Background: an optimization exercise with open tools, aiming at small area, a short achievable clock period and few clock cycles. Do not read the settings as production practice.
In this exercise RTL edits were held to simulation tests only and were not proved equivalent to the original.
No activity file was given, so power comes from the tool's default toggle rates.

`flow/config.mk`:
```
export PLATFORM = sky130hd
export DESIGN_NAME = picoweb_engine
export DESIGN_NICKNAME = picoweb_engine
export VERILOG_FILES = /design/flow/design.v
export SDC_FILE = /design/flow/constraint.sdc
export NUM_CORES = 4
export LEC_CHECK = 0
export CAP_MARGIN = 20
export CORE_MARGIN = 2
export CORE_UTILIZATION = 40
export SLEW_MARGIN = 20
```
`flow/constraint.sdc`:
```
create_clock -name core_clock -period 10.0 [get_ports {clk}]
set_input_delay 2.0000 -clock core_clock [delete_from_list [all_inputs] [get_ports {clk}]]
set_output_delay 2.0000 -clock core_clock [all_outputs]
set_load 0.01 [all_outputs]
```
`flow/design.v`:
```
module picoweb_engine (
    input  wire        clk,
    input  wire        rst,
    input  wire        cmd_valid,
    output wire        cmd_ready,
    input  wire [1:0]  cmd_op,       
    input  wire [7:0]  cmd_type,     
    input  wire [7:0]  cmd_ctx,      
    input  wire [15:0] cmd_len,      
    input  wire [15:0] cmd_addr,     
    input  wire [5:0]  rx_len,       
    output wire [4:0]  rx_addr,
    input  wire [7:0]  rx_data,
    output wire [15:0] pay_addr,
    input  wire [7:0]  pay_data,
    output wire        tx_valid,
    output wire [7:0]  tx_data,
    output wire        ev_valid,
    output wire [1:0]  ev_kind,      
    output wire [7:0]  ev_type,
    output wire [7:0]  ev_ctx,
    output wire [7:0]  ev_data,
    output wire        rsp_valid,
    output wire [2:0]  rsp_status
);
    localparam MARKER = 8'hA5;
    localparam OP_TICK = 2'd0, OP_SUBMIT = 2'd1, OP_REGISTER = 2'd2, OP_PING = 2'd3;
    localparam E_IDLE = 2'd0, E_AWAIT = 2'd1, E_SENDING = 2'd2, E_RECV = 2'd3;
    localparam S_IDLE = 3'd0,    
               S_RD   = 3'd1,    
               S_DEC  = 3'd2,    
               S_PAY  = 3'd3,    
               S_TX   = 3'd4,    
               S_FLS  = 3'd5,    
               S_RSP  = 3'd6;    
    localparam A_NONE = 3'd0, A_NOOP = 3'd1, A_START = 3'd2, A_REJ = 3'd3,
               A_ACK = 3'd4, A_END = 3'd5, A_DATA = 3'd6, A_RESEND = 3'd7;
    localparam L_NOOP = 3'd0, L_PING = 3'd1, L_PONG = 3'd2, L_ACK = 3'd3,
               L_REJ = 3'd4, L_START = 3'd5, L_END = 3'd6, L_DATA = 3'd7;
    reg [2:0]  st;
    reg        rdy;
    reg        rspv;
    reg [1:0]  stat;             
    reg [1:0]  estate;
    reg [6:0]  q_type [0:3];
    reg [7:0]  q_ctx  [0:3];
    reg [15:0] q_len  [0:3];
    reg [15:0] q_addr [0:3];
    reg [2:0]  q_n;
    reg [7:0]  h_seq;
    reg [7:0]  pp [0:3];
    reg [2:0]  pp_n;
    reg [6:0]  d_type;           
    reg [7:0]  d_seq, d_ctx, d_cks;
    reg [4:0]  d_blen;           
    reg [7:0]  d_b0, d_b1, d_b2;  
    reg        d_pay;
    reg        last_valid;
    reg        txv;
    reg [7:0]  txd;
    reg [4:0]  tpos;             
    reg [15:0] paddr;
    reg        flushing;         
    reg [4:0]  raddr;
    reg [5:0]  rxl;
    reg        syn;
    reg [7:0]  acc;
    reg [7:0]  f_type, f_ctx;
    reg [5:0]  f_len;
    reg        bodyon;
    reg        evv;
    reg [1:0]  evk;
    reg [7:0]  evd;
    reg        flp;              
    integer i;
    assign cmd_ready  = rdy;
    assign rx_addr    = raddr;
    assign pay_addr   = paddr;
    assign tx_valid   = txv;
    assign tx_data    = txd;
    assign ev_valid   = evv;
    assign ev_kind    = evk;
    assign ev_type    = f_type;
    assign ev_ctx     = f_ctx;
    assign ev_data    = evd;
    assign rsp_valid  = rspv;
    assign rsp_status = {stat, 1'b0};
    wire [15:0] h_rem = q_len[0];
    wire [4:0]  h_k   = (h_rem > 16'd24) ? 5'd24 : h_rem[4:0];
    wire        ok      = (acc == 8'd0);
    wire [6:0]  kind    = f_type[7:1];
    wire        is_noop = syn || (!f_type[0] && ok && kind == 7'd0);
    reg [2:0] act;
    reg [1:0] est_n;
    reg       rec, mark, body, pop;
    always @(*) begin
        act   = A_NONE;
        est_n = estate;
        rec   = 1'b0;
        mark  = 1'b0;
        body  = 1'b0;
        pop   = 1'b0;
        if (is_noop) begin
            if (q_n == 3'd0)
                act = A_NOOP;
            else if (estate == E_IDLE) begin
                act   = A_START;
                est_n = E_AWAIT;
            end
        end else if (f_type[0]) begin
        end else if (!ok) begin
            act = A_REJ;
        end else begin
            case (kind)
            7'd1: rec = 1'b1;
            7'd2: mark = 1'b1;
            7'd3: begin
                case (estate)
                E_IDLE:    act = A_NOOP;
                E_AWAIT:   est_n = E_SENDING;
                E_SENDING: begin
                    if (h_rem != 16'd0)
                        act = A_DATA;
                    else begin
                        act   = A_END;
                        pop   = 1'b1;
                        est_n = E_IDLE;
                    end
                end
                default: ;
                endcase
            end
            7'd4: if (last_valid) act = A_RESEND;
            7'd5: begin act = A_ACK; est_n = E_RECV; end
            7'd6: begin act = A_ACK; est_n = E_IDLE; end
            default: begin
                if (estate == E_RECV && f_len >= 6'd9) begin
                    act  = A_ACK;
                    body = 1'b1;
                end
            end
            endcase
        end
    end
    wire flush = (est_n == E_IDLE);
    reg pp_hit;
    always @(*) begin
        pp_hit = 1'b0;
        for (i = 0; i < 4; i = i + 1)
            if (pp_n > i && pp[i] == f_ctx) pp_hit = 1'b1;
    end
    reg [2:0] ld;
    always @(*) begin
        case (st)
        S_IDLE:  ld = L_PING;
        S_PAY:   ld = L_DATA;
        S_DEC:   case (act)
                 A_START: ld = L_START;
                 A_REJ:   ld = L_REJ;
                 A_ACK:   ld = L_ACK;
                 A_END:   ld = L_END;
                 default: ld = L_NOOP;
                 endcase
        default: ld = L_PONG;
        endcase
    end
    reg [6:0] n_type;
    reg [7:0] n_seq, n_ctx, n_b0, n_b1, n_b2, n_cks;
    reg [4:0] n_blen;
    reg       n_pay;
    always @(*) begin
        n_type = 7'd0; n_seq = 8'd0; n_ctx = 8'd0; n_blen = 5'd0;
        n_b0 = 8'd0; n_b1 = 8'd0; n_b2 = 8'd0; n_pay = 1'b0;
        case (ld)
        L_NOOP: n_type = 7'd0;
        L_PING: n_type = 7'd1;
        L_PONG: begin n_type = 7'd2; n_ctx = pp[0]; end
        L_ACK:  begin n_type = 7'd3; n_seq = rx_data; n_ctx = f_ctx; end
        L_REJ:  begin n_type = 7'd4; n_seq = rx_data; n_ctx = f_ctx; n_blen = 5'd1; n_b0 = f_type; end
        L_START: begin
            n_type = 7'd5; n_seq = h_seq; n_ctx = q_ctx[0]; n_blen = 5'd3;
            n_b0 = {q_type[0], 1'b1}; n_b1 = h_rem[15:8]; n_b2 = h_rem[7:0];
        end
        L_END:  begin n_type = 7'd6; n_seq = h_seq; n_ctx = q_ctx[0]; end
        L_DATA: begin
            n_type = q_type[0]; n_seq = h_seq; n_ctx = q_ctx[0]; n_blen = h_k; n_pay = 1'b1;
            n_b0 = acc ^ pay_data; n_b1 = q_addr[0][15:8]; n_b2 = q_addr[0][7:0];
        end
        endcase
        n_cks = {n_type, 1'b1} ^ n_seq ^ n_ctx ^ (8'd8 + {3'd0, n_blen}) ^ n_b0
              ^ (n_pay ? 8'd0 : (n_b1 ^ n_b2));
    end
    wire [4:0] nx    = tpos + 5'd1;
    wire [4:0] nj    = nx - 5'd8;
    reg  [7:0] nbyte;
    always @(*) begin
        case (nx)
        5'd1: nbyte = d_seq;
        5'd2: nbyte = d_ctx;
        5'd3: nbyte = 8'd8 + {3'd0, d_blen};
        5'd4: nbyte = d_cks;
        5'd5, 5'd6, 5'd7: nbyte = 8'd0;
        default: begin
            if (nx < 5'd8 || nj >= d_blen)
                nbyte = 8'd0;
            else if (d_pay)
                nbyte = pay_data;
            else if (nj == 5'd0)
                nbyte = d_b0;
            else if (nj == 5'd1)
                nbyte = d_b1;
            else
                nbyte = d_b2;
        end
        endcase
    end
    task load_frame;
        begin
            d_type <= n_type; d_seq <= n_seq; d_ctx <= n_ctx; d_cks <= n_cks;
            d_blen <= n_blen; d_b0 <= n_b0; d_b1 <= n_b1; d_b2 <= n_b2; d_pay <= n_pay;
            last_valid <= 1'b1;
            txd  <= {n_type, 1'b1};
            txv  <= 1'b1;
            tpos <= 5'd0;
            st   <= S_TX;
        end
    endtask
    task pop_pong;
        begin
            for (i = 0; i < 3; i = i + 1) pp[i] <= pp[i+1];
            pp_n <= pp_n - 3'd1;
        end
    endtask
    task flush_event;
        begin
            evv    <= 1'b1;
            evk    <= 2'd2;
            evd    <= 8'd0;
            f_type <= 8'd0;
            f_ctx  <= 8'd0;
        end
    endtask
    always @(posedge clk) begin
        if (rst) begin
            st         <= S_IDLE;
            rdy        <= 1'b1;
            rspv       <= 1'b0;
            stat       <= 2'd0;
            estate     <= E_IDLE;
            q_n        <= 3'd0;
            h_seq      <= 8'd0;
            pp_n       <= 3'd0;
            last_valid <= 1'b0;
            txv        <= 1'b0;
            evv        <= 1'b0;
            bodyon     <= 1'b0;
            flushing   <= 1'b0;
            flp        <= 1'b0;
            raddr      <= 5'd3;
        end else begin
            evv <= 1'b0;
            if (bodyon) begin
                evv   <= 1'b1;
                evk   <= 2'd0;
                evd   <= rx_data;
                raddr <= raddr + 5'd1;
                if ({1'b0, raddr} + 6'd1 == f_len) bodyon <= 1'b0;
            end
            case (st)
            S_IDLE: begin
                if (cmd_valid) begin
                    rdy  <= 1'b0;
                    stat <= 2'd0;
                    case (cmd_op)
                    OP_TICK: begin
                        rxl   <= (rx_len > 6'd32) ? 6'd32 : rx_len;
                        acc   <= 8'd0;
                        syn   <= (rx_len < 6'd8);
                        st    <= (rx_len < 6'd8) ? S_DEC : S_RD;
                        raddr <= (rx_len < 6'd8) ? 5'd1 : 5'd3;
                    end
                    OP_SUBMIT: begin
                        if (cmd_type[7:1] < 7'd7)
                            stat <= 2'd1;
                        else if (q_n == 3'd4)
                            stat <= 2'd2;
                        else begin
                            for (i = 0; i < 4; i = i + 1)
                                if (q_n == i) begin
                                    q_type[i] <= cmd_type[7:1];
                                    q_ctx[i]  <= cmd_ctx;
                                    q_len[i]  <= cmd_len;
                                    q_addr[i] <= cmd_addr;
                                end
                            q_n <= q_n + 3'd1;
                        end
                        rspv <= 1'b1;
                        st   <= S_RSP;
                    end
                    OP_REGISTER: begin
                        rspv <= 1'b1;
                        st   <= S_RSP;
                    end
                    OP_PING: begin
                        flushing <= 1'b0;
                        load_frame;
                    end
                    endcase
                end
            end
            S_RD: begin
                acc <= acc ^ rx_data;
                case (raddr)
                5'd0: f_type <= rx_data;
                5'd2: f_ctx  <= rx_data;
                5'd3: f_len  <= rx_data[5:0];
                default: ;
                endcase
                if (raddr == 5'd3 && (rx_data < 8'd8 || rx_data > {2'b00, rxl})) begin
                    syn   <= 1'b1;
                    raddr <= 5'd1;
                    st    <= S_DEC;
                end else if (raddr == 5'd0 && rx_data[0]) begin
                    raddr <= 5'd1;
                    st    <= S_DEC;
                end else if (raddr >= 5'd4 && {1'b0, raddr} + 6'd1 == f_len) begin
                    raddr <= 5'd1;
                    st    <= S_DEC;
                end else if (raddr == 5'd3)
                    raddr <= 5'd0;
                else if (raddr == 5'd2)
                    raddr <= 5'd4;
                else
                    raddr <= raddr + 5'd1;
            end
            S_DEC: begin
                estate   <= est_n;
                flushing <= flush;
                if (pop) begin
                    for (i = 0; i < 3; i = i + 1) begin
                        q_type[i] <= q_type[i+1];
                        q_ctx[i]  <= q_ctx[i+1];
                        q_len[i]  <= q_len[i+1];
                        q_addr[i] <= q_addr[i+1];
                    end
                    q_n   <= q_n - 3'd1;
                    h_seq <= 8'd0;
                end
                if (rec && !pp_hit && pp_n != 3'd4) begin
                    for (i = 0; i < 4; i = i + 1)
                        if (pp_n == i) pp[i] <= f_ctx;
                    pp_n <= pp_n + 3'd1;
                end
                if (body) begin
                    bodyon <= 1'b1;
                    raddr  <= 5'd8;
                end
                case (act)
                A_NONE: begin
                    if (mark) begin
                        evv <= 1'b1;
                        evk <= 2'd1;
                        evd <= MARKER;
                        flp <= flush;
                    end else if (flush)
                        flush_event;
                    if (flush && (mark || rec || pp_n != 3'd0))
                        st <= S_FLS;
                    else begin
                        rspv <= 1'b1;
                        st   <= S_RSP;
                    end
                end
                A_DATA: begin
                    paddr <= q_addr[0];
                    tpos  <= 5'd0;
                    acc   <= 8'd0;
                    st    <= S_PAY;
                end
                A_RESEND: begin
                    if (flush) flush_event;
                    txd  <= {d_type, 1'b1};
                    txv  <= 1'b1;
                    tpos <= 5'd0;
                    st   <= S_TX;
                end
                default: begin
                    if (flush) flush_event;
                    load_frame;
                end
                endcase
            end
            S_PAY: begin
                acc   <= acc ^ pay_data;
                paddr <= paddr + 16'd1;
                tpos  <= tpos + 5'd1;
                if (tpos + 5'd1 == h_k) begin
                    load_frame;
                    q_len[0]  <= h_rem - {11'd0, h_k};
                    q_addr[0] <= q_addr[0] + {11'd0, h_k};
                    h_seq     <= h_seq + 8'd1;
                end
            end
            S_FLS: begin
                if (flp) begin
                    flp <= 1'b0;
                    flush_event;
                end
                if (pp_n != 3'd0) begin
                    pop_pong;
                    load_frame;
                end else begin
                    rspv <= 1'b1;
                    st   <= S_RSP;
                end
            end
            S_TX: begin
                if (tpos == 5'd31) begin
                    if (flushing && pp_n != 3'd0) begin
                        pop_pong;
                        load_frame;
                    end else
                        txv <= 1'b0;
                end else begin
                    tpos <= nx;
                    txd  <= nbyte;
                    if (tpos == 5'd6)
                        paddr <= {d_b1, d_b2};
                    else
                        paddr <= paddr + 16'd1;
                    if (tpos == 5'd30 && !(flushing && pp_n != 3'd0))
                        rspv <= 1'b1;
                end
            end
            default: ;
            endcase
            if (rspv) begin
                rspv     <= 1'b0;
                rdy      <= 1'b1;
                st       <= S_IDLE;
                flushing <= 1'b0;
            end
        end
    end
endmodule
```
`flow/run.sh`:
```
#!/bin/bash
# synth_recipe.tcl (not shown) runs the flow's synth.tcl, then flattens the netlist and writes it again
# the make line also repeats each setting of config.mk as NAME=value (left out here)
make -C /OpenROAD-flow-scripts/flow DESIGN_CONFIG=/design/flow/config.mk WORK_HOME=/design/flow/orfs CLKGATE_MAP_FILE= SYNTH_SCRIPT=/design/flow/synth_recipe.tcl finish
```
==> run summary, run 1 <==
DR WL met3 approximately 3700 um; top-area cell type share of the netlist area 0.5208; top cells by area, synth edfxtp_1 (52%), nand2_1 (8.9%), dfxtp_1 (3.3%), ha_1 (3.1%), o21ai_0 (2.9%); starting DRC count in detailed routing between 1000 and 1500; Core ar. just over 50000 um2; first-pass GRT wire length 91450 um; post-layout minimum cycle time around 5 ns; Hold Crit Class reg -> reg; postcts setup bufs 0; metal2 WL 28200 um; Synth area leader edfxtp_1; H-tree levels 2; wire per inst 21.49 um; clk sinks slightly below 400; Num CTS Buffers 45; io pins 137; grt total ovfl 0; final wirelength between 60000 and 70000 um; initial core utilization 0.4029; Top Layer Used met4; largest net degree at the start of global routing 89; Via density around 5.6; pre-CTS WS 4.648 ns; worst slew pin tran 1.095 ns; proportion of layout cells with a drive suffix above 1 0.06509; clock buffer depth 3; commonest non-fill, non-tap cells in the layout nand2_1 (485), edfxtp_1 (357), clkdlybuf4s50_1 (134); Cell Area, Synth 20580 um2; Critical Path Fanout Max 7; vias in the first global route around 15000; Post-DP HPWL about 43000 um; final worst-path cycle share 0.4862; CP startpoint rx_data[1]; Final Util 0.4716; DIE AREA 53290 um2; Skew-Pair Late Insertion Delay 0.60 ns; type of the worst setup path in -> reg; FFs w/ async S/R, synth 0; I/O Buffers approximately 130; worst vdd ir approximately 0.15 mV; ys flop type edfxtp_1; CTS root buffer clkbuf_16; filler instances approximately 4800; Hold Violations, Final 0; Post-route DRC 0; Layout Skew around 0.038 ns; maximum operating frequency approximately 210 MHz; Unique masters post-synth 94; Tot GR Track Use 0.2240; Final ANT Viol Nets 0; NumNets Final ~2200; slew margin rel. 0.2657; Std-Cell Rows 83; post-CTS sizing 0; P per Cell Area ~240 nW/um2; Pre-antenna DRT Iters 6; post-synthesis sequential area ratio 0.5539; nature of the critical path endpoint flop; # hold bufs at CTS 0; CP Data Arrival Time between 5 and 6 ns; setup_tns 0 ns; worst r2r src f_type[4]; EDFF count, synth approximately 360; status no timing/DRC/antenna violations; Leak 8.795 nW; antenna fix cells 0; vias 15650; met1 wire length ~26000 um; commonest non-fill, non-tap cell in the layout nand2_1; min-delay src rdy; endpoints failing setup 0; Max Cap Viol 0; Slew Limit Fails 0; Die W about 230 um; Mapped Cells approximately 2000; initial antenna violation count 1; yosys warns 6; FF+latch count, synth just under 400; Die Span Y ~230 um; P&R area growth vs syn 17.05%; CP Launch Type primary input; CTS clk-pin slew, worst paths 0.06 ns; Syn Area/Cell between 10 and 15 um2; CTS tree built; RSZ-0062 raised after global routing no; Worst EP required about 11 ns; gpl congestion between 0.9 and 1; setup ws final roughly 5.1 ns
## per-stage QoR
step	area, um2	hold WS [ns]	std cells	power, mW
2_1_floorplan	20580	0.4578	1991	3.477
3_3_place_gp	22530	0.4801	2717	4.088
3_5_place_dp	22530	0.4823	2717	4.118
4_1_cts	24070	0.4949	2799	5.850
5_1_grt	24090	0.5015	2800	6.127
6_report	24090	0.4816	2800	5.830
## state kept, by name (all words and copies together) (netlist names), 5 cells and up
name	cells
q_addr	64
q_len	64
pp	32
q_ctx	32
q_type	28
paddr	16
acc	8
d_b0	8
d_b1	8
d_b2	8
d_cks	8
d_ctx	8
d_seq	8
evd	8
f_ctx	8
f_type	8
h_seq	8
txd	8
d_type	7
f_len	6
rxl	6
d_blen	5
raddr	5
tpos	5
## power by group
part	switching [mW]	leakage (nW)	internal, mW	total, mW
sequential	0.177	3.55	2.15	2.33
clock	0.692	0.741	1.03	1.72
combinational	1.17	4.51	0.615	1.79
total	2.04	8.80	3.79	5.83
## per-layer routing
| layer | track usage | vias up |
|---|---|---|
| met5 | 0 | - |
| li1 | - | 7393 |
| met2 | 0.3679 | 577 |
| met4 | 0.08669 | 0 |
| met3 | 0.02890 | 99 |
| met1 | 0.3019 | 7578 |
## kinds of logic after synthesis
family / synth area share
xor+xnor: 0.05501
compound gates: 0.1395
flops: 0.5539
fa+ha+maj: 0.03197
buf+inv: 0.03094
mux: 0.01124
simple gates: 0.1771
other cells: 0.0003648
## worst max-delay path, stage by stage
cell and delay [ns]:
clkdlybuf4s50_1 0.76, ha_1 0.33, nor2b_1 0.13, o21a_1 0.16
o21a_1 0.15, o21ai_0 0.18, a21oi_1 0.15, a211oi_1 0.93
inv_1 0.15, a211o_1 0.30, a21oi_1 0.13
## path summary, 6_finish.rpt
path                                  to  slack, ns  cells after the start
worst max register to register  d_cks[1]       5.38                      8
worst min-delay path                 rdy       0.48                      1
worst min register to register       rdy       0.48                      1
worst max-delay path            raddr[3]       5.14                     11
## Yosys cell counts, types with 9 or more instances
cell and number:
nand2_1 486, edfxtp_1 357, o21ai_0 121, nor2_1 110, a21oi_1 93, clkbuf_1 87
xor2_1 68, ha_1 51, xnor2_1 51, inv_1 50, a22oi_1 35, dfxtp_1 34
nand3_1 34, nor3_1 32, and3_1 25, and2_1 23, mux2i_1 22, a22o_1 18
nor2b_1 18, o221ai_1 14, or3_1 14, a31oi_1 13, nor4_1 13, a221oi_1 11
nand2b_1 11, nand4_1 11, a211oi_1 10, buf_1 10, o22ai_1 10, a21o_1 9
or4_1 9
## final cells by class
cell class / instances / area, um2 / area share
Sequential cell: 391 / 11400 / 0.4732
Multi-Input combinational cell: 1441 / 8616 / 0.3576
Timing Repair Buffer: 154 / 1491 / 0.06190
Clock buffer: 54 / 1180 / 0.04897
Tap cell: 680 / 850.8 / 0.03531
Clock inverter: 28 / 360.3 / 0.01496
Inverter: 52 / 195.2 / 0.008101
Testbench counts, summed over its fixed seeds: cycles 104,820.
==> run 2: changes to the inputs <==
--- a/flow/design.v
+++ b/flow/design.v
@@ -68,6 +68,7 @@
     reg [7:0]  f_type, f_ctx;
     reg [5:0]  f_len;
     reg        bodyon;
+    reg        early;            
     reg        evv;
     reg [1:0]  evk;
     reg [7:0]  evd;
@@ -89,59 +90,81 @@
     wire [4:0]  h_k   = (h_rem > 16'd24) ? 5'd24 : h_rem[4:0];
     wire        ok      = (acc == 8'd0);
     wire [6:0]  kind    = f_type[7:1];
-    wire        is_noop = syn || (!f_type[0] && ok && kind == 7'd0);
-    reg [2:0] act;
-    reg [1:0] est_n;
-    reg       rec, mark, body, pop;
+    wire        own     = !syn && f_type[0];
+    wire        bad     = !syn && !f_type[0] && !ok;
+    reg [2:0] act_g;
+    reg [1:0] est_g;
+    reg       rec_g, mark_g, body_g, pop_g;
     always @(*) begin
-        act   = A_NONE;
-        est_n = estate;
-        rec   = 1'b0;
-        mark  = 1'b0;
-        body  = 1'b0;
-        pop   = 1'b0;
-        if (is_noop) begin
+        act_g  = A_NONE;
+        est_g  = estate;
+        rec_g  = 1'b0;
+        mark_g = 1'b0;
+        body_g = 1'b0;
+        pop_g  = 1'b0;
+        if (syn || kind == 7'd0) begin
             if (q_n == 3'd0)
-                act = A_NOOP;
+                act_g = A_NOOP;
             else if (estate == E_IDLE) begin
-                act   = A_START;
-                est_n = E_AWAIT;
+                act_g = A_START;
+                est_g = E_AWAIT;
             end
-        end else if (f_type[0]) begin
-        end else if (!ok) begin
-            act = A_REJ;
         end else begin
             case (kind)
-            7'd1: rec = 1'b1;
-            7'd2: mark = 1'b1;
+            7'd1: rec_g = 1'b1;
+            7'd2: mark_g = 1'b1;
             7'd3: begin
                 case (estate)
-                E_IDLE:    act = A_NOOP;
-                E_AWAIT:   est_n = E_SENDING;
+                E_IDLE:    act_g = A_NOOP;
+                E_AWAIT:   est_g = E_SENDING;
                 E_SENDING: begin
                     if (h_rem != 16'd0)
-                        act = A_DATA;
+                        act_g = A_DATA;
                     else begin
-                        act   = A_END;
-                        pop   = 1'b1;
-                        est_n = E_IDLE;
+                        act_g = A_END;
+                        pop_g = 1'b1;
+                        est_g = E_IDLE;
                     end
                 end
                 default: ;
                 endcase
             end
-            7'd4: if (last_valid) act = A_RESEND;
-            7'd5: begin act = A_ACK; est_n = E_RECV; end
-            7'd6: begin act = A_ACK; est_n = E_IDLE; end
+            7'd4: if (last_valid) act_g = A_RESEND;
+            7'd5: begin act_g = A_ACK; est_g = E_RECV; end
+            7'd6: begin act_g = A_ACK; est_g = E_IDLE; end
             default: begin
                 if (estate == E_RECV && f_len >= 6'd9) begin
-                    act  = A_ACK;
-                    body = 1'b1;
+                    act_g  = A_ACK;
+                    body_g = 1'b1;
                 end
             end
             endcase
         end
     end
+    wire       skip  = own || bad;
+    wire [2:0] act   = own ? A_NONE : bad ? A_REJ : act_g;
+    wire [1:0] est_n = skip ? estate : est_g;
+    wire       rec   = !skip && rec_g;
+    wire       mark  = !skip && mark_g;
+    wire       body  = !skip && body_g;
+    wire       pop   = !skip && pop_g;
+    wire       ok_now   = (acc == rx_data);
+    wire [2:0] act_e    = ok_now ? act_g : A_REJ;
+    wire       flush_e  = ok_now ? (est_g == E_IDLE) : (estate == E_IDLE);
+    wire       frame_e  = (act_e != A_NONE) && (act_e != A_DATA);
+    wire       done_e   = ok_now && act_g == A_NONE && !rec_g &&
+                          (flush_e ? (!mark_g && pp_n == 3'd0) : 1'b1);
+    reg  [6:0] type_e;
+    always @(*) begin
+        case (act_e)
+        A_NOOP:   type_e = 7'd0;
+        A_ACK:    type_e = 7'd3;
+        A_REJ:    type_e = 7'd4;
+        A_START:  type_e = 7'd5;
+        A_END:    type_e = 7'd6;
+        default:  type_e = d_type;
+        endcase
+    end
     wire flush = (est_n == E_IDLE);
     reg pp_hit;
     always @(*) begin
@@ -276,6 +299,7 @@
                         rxl   <= (rx_len > 6'd32) ? 6'd32 : rx_len;
                         acc   <= 8'd0;
                         syn   <= (rx_len < 6'd8);
+                        early <= 1'b0;
                         st    <= (rx_len < 6'd8) ? S_DEC : S_RD;
                         raddr <= (rx_len < 6'd8) ? 5'd1 : 5'd3;
                     end
@@ -316,6 +340,7 @@
                 5'd3: f_len  <= rx_data[5:0];
                 default: ;
                 endcase
+                early <= 1'b0;
                 if (raddr == 5'd3 && (rx_data < 8'd8 || rx_data > {2'b00, rxl})) begin
                     syn   <= 1'b1;
                     raddr <= 5'd1;
@@ -323,11 +348,31 @@
                 end else if (raddr == 5'd0 && rx_data[0]) begin
                     raddr <= 5'd1;
                     st    <= S_DEC;
-                end else if (raddr >= 5'd4 && {1'b0, raddr} + 6'd1 == f_len) begin
-                    raddr <= 5'd1;
+                end else if (raddr == 5'd1) begin
                     st    <= S_DEC;
-                end else if (raddr == 5'd3)
+                    early <= frame_e;
+                    if (frame_e) begin
+                        txv  <= 1'b1;
+                        txd  <= {type_e, 1'b1};
+                        tpos <= 5'd0;
+                    end
+                    if (done_e) begin
+                        if (mark_g) begin
+                            evv <= 1'b1;
+                            evk <= 2'd1;
+                            evd <= MARKER;
+                        end else if (flush_e)
+                            flush_event;
+                        estate <= est_g;
+                        rspv   <= 1'b1;
+                        st     <= S_RSP;
+                    end
+                end else if (raddr >= 5'd4 && {1'b0, raddr} + 6'd1 == f_len)
+                    raddr <= 5'd1;
+                else if (raddr == 5'd3)
                     raddr <= 5'd0;
+                else if (raddr == 5'd0)
+                    raddr <= 5'd2;
                 else if (raddr == 5'd2)
                     raddr <= 5'd4;
                 else
@@ -379,14 +424,23 @@
                 end
                 A_RESEND: begin
                     if (flush) flush_event;
-                    txd  <= {d_type, 1'b1};
-                    txv  <= 1'b1;
-                    tpos <= 5'd0;
+                    if (early) begin
+                        txd  <= d_seq;
+                        tpos <= 5'd1;
+                    end else begin
+                        txd  <= {d_type, 1'b1};
+                        txv  <= 1'b1;
+                        tpos <= 5'd0;
+                    end
                     st   <= S_TX;
                 end
                 default: begin
                     if (flush) flush_event;
                     load_frame;
+                    if (early) begin
+                        txd  <= n_seq;
+                        tpos <= 5'd1;
+                    end
                 end
                 endcase
             end
==> flow/flow/run.sh (new file) <==
#!/bin/bash
# Standard ORFS layout of the design, with repair_timing aiming for extra setup
# slack. The constraints (constraint.sdc) are the standard flow's, unchanged.
set -euo pipefail
export SETUP_SLACK_MARGIN=${MARGIN:-6.5}
bash standard.sh finish > flow_finish.log 2>&1
==> flow/standard.sh (new file) <==
#!/bin/bash
# synth_recipe.tcl (not shown) runs the flow's synth.tcl, then flattens the netlist and writes it again
# the make line also repeats each setting of config.mk as NAME=value (left out here)
make -C /OpenROAD-flow-scripts/flow DESIGN_CONFIG=/design/flow/config.mk WORK_HOME=/design/flow/orfs CLKGATE_MAP_FILE= SYNTH_SCRIPT=/design/flow/synth_recipe.tcl "${@:-finish}"
removed: flow/run.sh
==> run 2 against run 1 <==
Compared with the run above:
- still clean
- routed wire length increased by 19%
- non-clock buffer count rose by 179
- power rose by 17%
- clock-buffer cell count increased by 4
- combinational power up 57%
- die area grew 4.3%
- cell area grew 16%
- critical path type unchanged
- largest power group is now combinational logic
==> run summary, run 2 <==
status no timing/DRC/antenna violations (unchanged); Worst EP required 10.35 ns (was 10.51 ns); worst vdd ir 0.2100 mV (was 0.1482 mV); endpoints failing setup 0 (unchanged); first-pass GRT wire length 108900 um (was 91450 um); gpl congestion 0.9224 (was 0.9355); Crit path max-delay family simple AND/OR/NAND/NOR gates (was compound AO/OA/AOI/OAI gates); yosys warns 6 (unchanged); CP max-delay cell or4b_4 (was a211oi_1); ys flop type edfxtp_1 (unchanged); Pre-antenna DRT Iters 5 (was 6); vias in the first global route 17780 (was 15240); clk sinks 392 (was 391); commonest non-fill, non-tap cells in the layout nand2_1 (514), edfxtp_1 (358), buf_4 (147) (was nand2_1 (485), edfxtp_1 (357), clkdlybuf4s50_1 (134)); Critical Path Fanout Max 8 (was 7); Std-Cell Rows 84 (was 83); maximum operating frequency 247.5 MHz (was 205.7 MHz); P&R area growth vs syn 29.76% (was 17.05%); FF+latch count, synth 392 (was 391); final worst-path cycle share 0.4041 (was 0.4862); proportion of layout cells with a drive suffix above 1 0.1955 (was 0.06509); DIE AREA 55600 um2 (was 53290 um2); DR WL met3 5157 um (was 3731 um); NumNets Final 2540 (was 2212); Hold Crit Class reg -> reg (unchanged); top cells by area, synth edfxtp_1 (50%), nand2_1 (9.1%), xnor2_1 (3.3%), dfxtp_1 (3.2%), ha_1 (3.0%) (was edfxtp_1 (52%), nand2_1 (8.9%), dfxtp_1 (3.3%), ha_1 (3.1%), o21ai_0 (2.9%)); RSZ-0062 raised after global routing yes (was no); CTS root buffer clkbuf_16 (unchanged); CTS clk-pin slew, worst paths 0.06 ns (about the same); Slew Limit Fails 0 (unchanged); Core ar. 52870 um2 (was 51090 um2); Largest regs q_addr: 64 flops, q_len: 64 flops (unchanged); post-layout minimum cycle time 4.041 ns (was 4.862 ns); Die W 235.8 um (was 230.9 um); Unique masters post-synth 89 (was 94); H-tree levels 2 (unchanged); nature of the critical path endpoint flop (unchanged); Leak 10.55 nW (was 8.795 nW); largest net degree at the start of global routing 84 (was 89); Via density 5.827 (was 5.588); post-synthesis sequential area ratio 0.5318 (was 0.5539); Post-DP HPWL 46690 um (was 42680 um); starting DRC count in detailed routing 1896 (was 1375); count leader, synth nand2_1 (unchanged); Syn Area/Cell 9.992 um2 (was 10.34 um2); wire per inst 22.87 um (was 21.49 um); placed insts 2875 (was 2717); grt total ovfl 0 (unchanged); FFs w/ async S/R, synth 0 (unchanged); # hold bufs at CTS 0 (unchanged); Mapped Cells 2151 (was 1991); initial antenna violation count 2 (was 1); Post-route DRC 0 (unchanged); Cell Area, Synth 21490 um2 (was 20580 um2); type of the worst setup path in -> reg (unchanged); slew margin rel. 0.3093 (was 0.2657); crit path cell chain buf_2 -> xnor2_2 -> nand4_1 -> buf_4 -> nor3_4 -> o311ai_4 -> or2_1 -> or4b_4 -> o211ai_1 -> buf_4 -> a21oi_2 (was clkdlybuf4s50_1 -> ha_1 -> nor2b_1 -> o21a_1 -> o21a_1 -> o21ai_0 -> a21oi_1 -> a211oi_1 -> inv_1 -> a211o_1 -> a21oi_1); most used cell, CP buf_4; Tot GR Track Use 0.2536 (was 0.2240); final wirelength 71650 um (was 60170 um); setup_tns 0 ns (unchanged); worst slew pin tran 1.035 ns (was 1.095 ns); Die Span Y 235.8 um (was 230.9 um); antenna fix cells 0 (unchanged); I/O Buffers 134 (unchanged); clock buffer depth 3 (unchanged); commonest non-fill, non-tap cell in the layout nand2_1 (unchanged); vias 18260 (was 15650); metal2 WL 33130 um (was 28200 um); CP Data Arrival Time 4.39 ns (was 5.37 ns); Cell Count, Final, Fillers Out 3133 (was 2800); io pins 137 (unchanged); top cells by count, synth nand2_1 (523), edfxtp_1 (358), a21oi_1 (126), nor2_1 (114), clkbuf_1 (109) (was nand2_1 (486), edfxtp_1 (357), o21ai_0 (121), nor2_1 (110), a21oi_1 (93)); EDFF count, synth 358 (was 357); CTS tree built (unchanged); Skew-Pair Late Insertion Delay 0.60 ns (about the same); Layout Skew 0.01920 ns (was 0.03766 ns); CP Buf/Inv Count 3 (was 2); initial core utilization 0.4066 (was 0.4029); met1 wire length 30110 um (was 26090 um); Num CTS Buffers 45 (unchanged); Max stage delay on crit path 0.52 ns (was 0.93 ns); Final ANT Viol Nets 0 (unchanged); CP Launch Type primary input (unchanged); Max Cap Viol 0 (unchanged); Top Layer Used met5 (was met4); top-area cell type share of the netlist area 0.5002 (was 0.5208); Hold Violations, Final 0 (unchanged); P per Cell Area 245.0 nW/um2 (was 241.9 nW/um2); Synth area leader edfxtp_1 (unchanged)
run 2: changes by cell type in the layout (fill, tap and decap cells not counted), sizes merged, moves of 7 or more:
| cell | delta |
|---|---|
| o21bai | +9 |
| xor2 | -20 |
| buf | +187 |
| clkdlybuf4s50 | -79 |
| o21ai | -17 |
| dlygate4sd2 | +63 |
| a21oi | +31 |
| mux2i | +7 |
| nand2 | +36 |
| xnor2 | +31 |
| nand2b | +8 |
| nand4 | +10 |
run 2: where the power goes:
group,switching [mW],total (mW),internal (mW)
clock,0.702,1.69,0.985
sequential,0.171,2.34,2.17
combinational,1.69,2.81,1.12
total,2.56,6.83,4.27
run 2: cell families (layout without fill, tap and decap cells):
family / Yosys count / after routing / share of synthesized area
DFF: 392 / 392 / 0.5318
AOI/OAI and AO/OA: 483 / 485 / 0.1516
other: 1 / 2 / 0.0001745
muxes: 29 / 29 / 0.01351
adders and majority gates: 53 / 53 / 0.03120
xor gates and xnor gates: 134 / 134 / 0.05717
buffers and inverters: 179 / 469 / 0.03202
and+or+nand+nor: 880 / 881 / 0.1824
run 2: tightest hold or removal path, cell delays in order, from the launching register on:
cell	delay, ns
dfxtp_1	0.31
nand2_1	0.05
nand2_1	0.05
run 2: path summary, 6_finish.rpt:
kind | from | end | slack, ns | cells after the start
worst max-delay path | rx_data[7] | f_type[4] | 5.96 | 11
worst min-delay path | rdy | rdy | 0.45 | 2
worst max register to register | f_type[5] | f_type[4] | 6.04 | 11
worst min register to register | rdy | rdy | 0.45 | 2
run 2: what timing repair did:
action,CTS,global route
endpoints found under the hold margin,0,0
setup buffers,134,33
gates resized for setup,309,62
gates cloned,11,0
setup endpoints to repair,506,376
pin swaps,77,40
run 2: routing by layer:
layer  up-vias  track usage
li1       8379            -
met4         2      0.09438
met1      8882       0.3360
met5         -            0
met2       803       0.4156
met3       191      0.04587
run 2: metrics by stage:
step / power (mW) / hold slack, ns / util / cell area [um2] / worst slack [ns]
2_1_floorplan: 3.835 / 0.4408 / - / 21930 / 5.002
3_3_place_gp: 4.519 / 0.4350 / 0.4497 / 23780 / 4.318
3_5_place_dp: 4.556 / 0.4549 / 0.4498 / 23780 / 4.278
4_1_cts: 6.710 / 0.4606 / 0.5178 / 27370 / 6.012
5_1_grt: 7.155 / 0.5059 / 0.5275 / 27890 / 5.931
6_report: 6.832 / 0.4530 / 0.5275 / 27890 / 5.959
run 2: final cells by class:
cell class / count / area, um2
sequential: 392 / 11450
inverter: 56 / 221.5
timing repair buffer: 333 / 3199
clock buffer: 58 / 1206
multi-input combinational: 1584 / 10690
fill: 4686 / 24980
clock inverter: 22 / 267.8
tap: 688 / 860.8
Testbench counts of run 2, summed over its fixed seeds: cycles 102,281.

-- static timing again, ports no longer ideal --
In the flow no input, the clock included, has a driving cell. The finished layouts below were timed again as built, in two steps. Step 1 (the two cells are an assumption about what drives the block):
set clk [get_ports {clk}]
set_driving_cell -lib_cell sky130_fd_sc_hd__clkbuf_16 $clk
set_driving_cell -lib_cell sky130_fd_sc_hd__buf_2 [delete_from_list [all_inputs] $clk]
Step 2, shift: input delay + t, output delay - t, t = (earliest + latest rising clock arrival at the registers) / 2. This alone moves slack from input paths to output paths. Slacks: no drivers / after step 1 / after step 2; pairs: no drivers / after step 1.
| run | shift t [ns] | setup slack, ns | worst data-port slew with drivers (ns) |
|---|---|---|---|
| run 1 | 0.642 | 5.138 / 5.164 / 4.522 | 0.06 |
| run 2 | 0.651 | 5.959 / 5.991 / 5.341 | 0.05 |
After both steps every run listed still meets setup and hold. The setup slack of run 2, which loses most, moves by +0.032 ns with the drivers and by -0.618 ns with both steps.
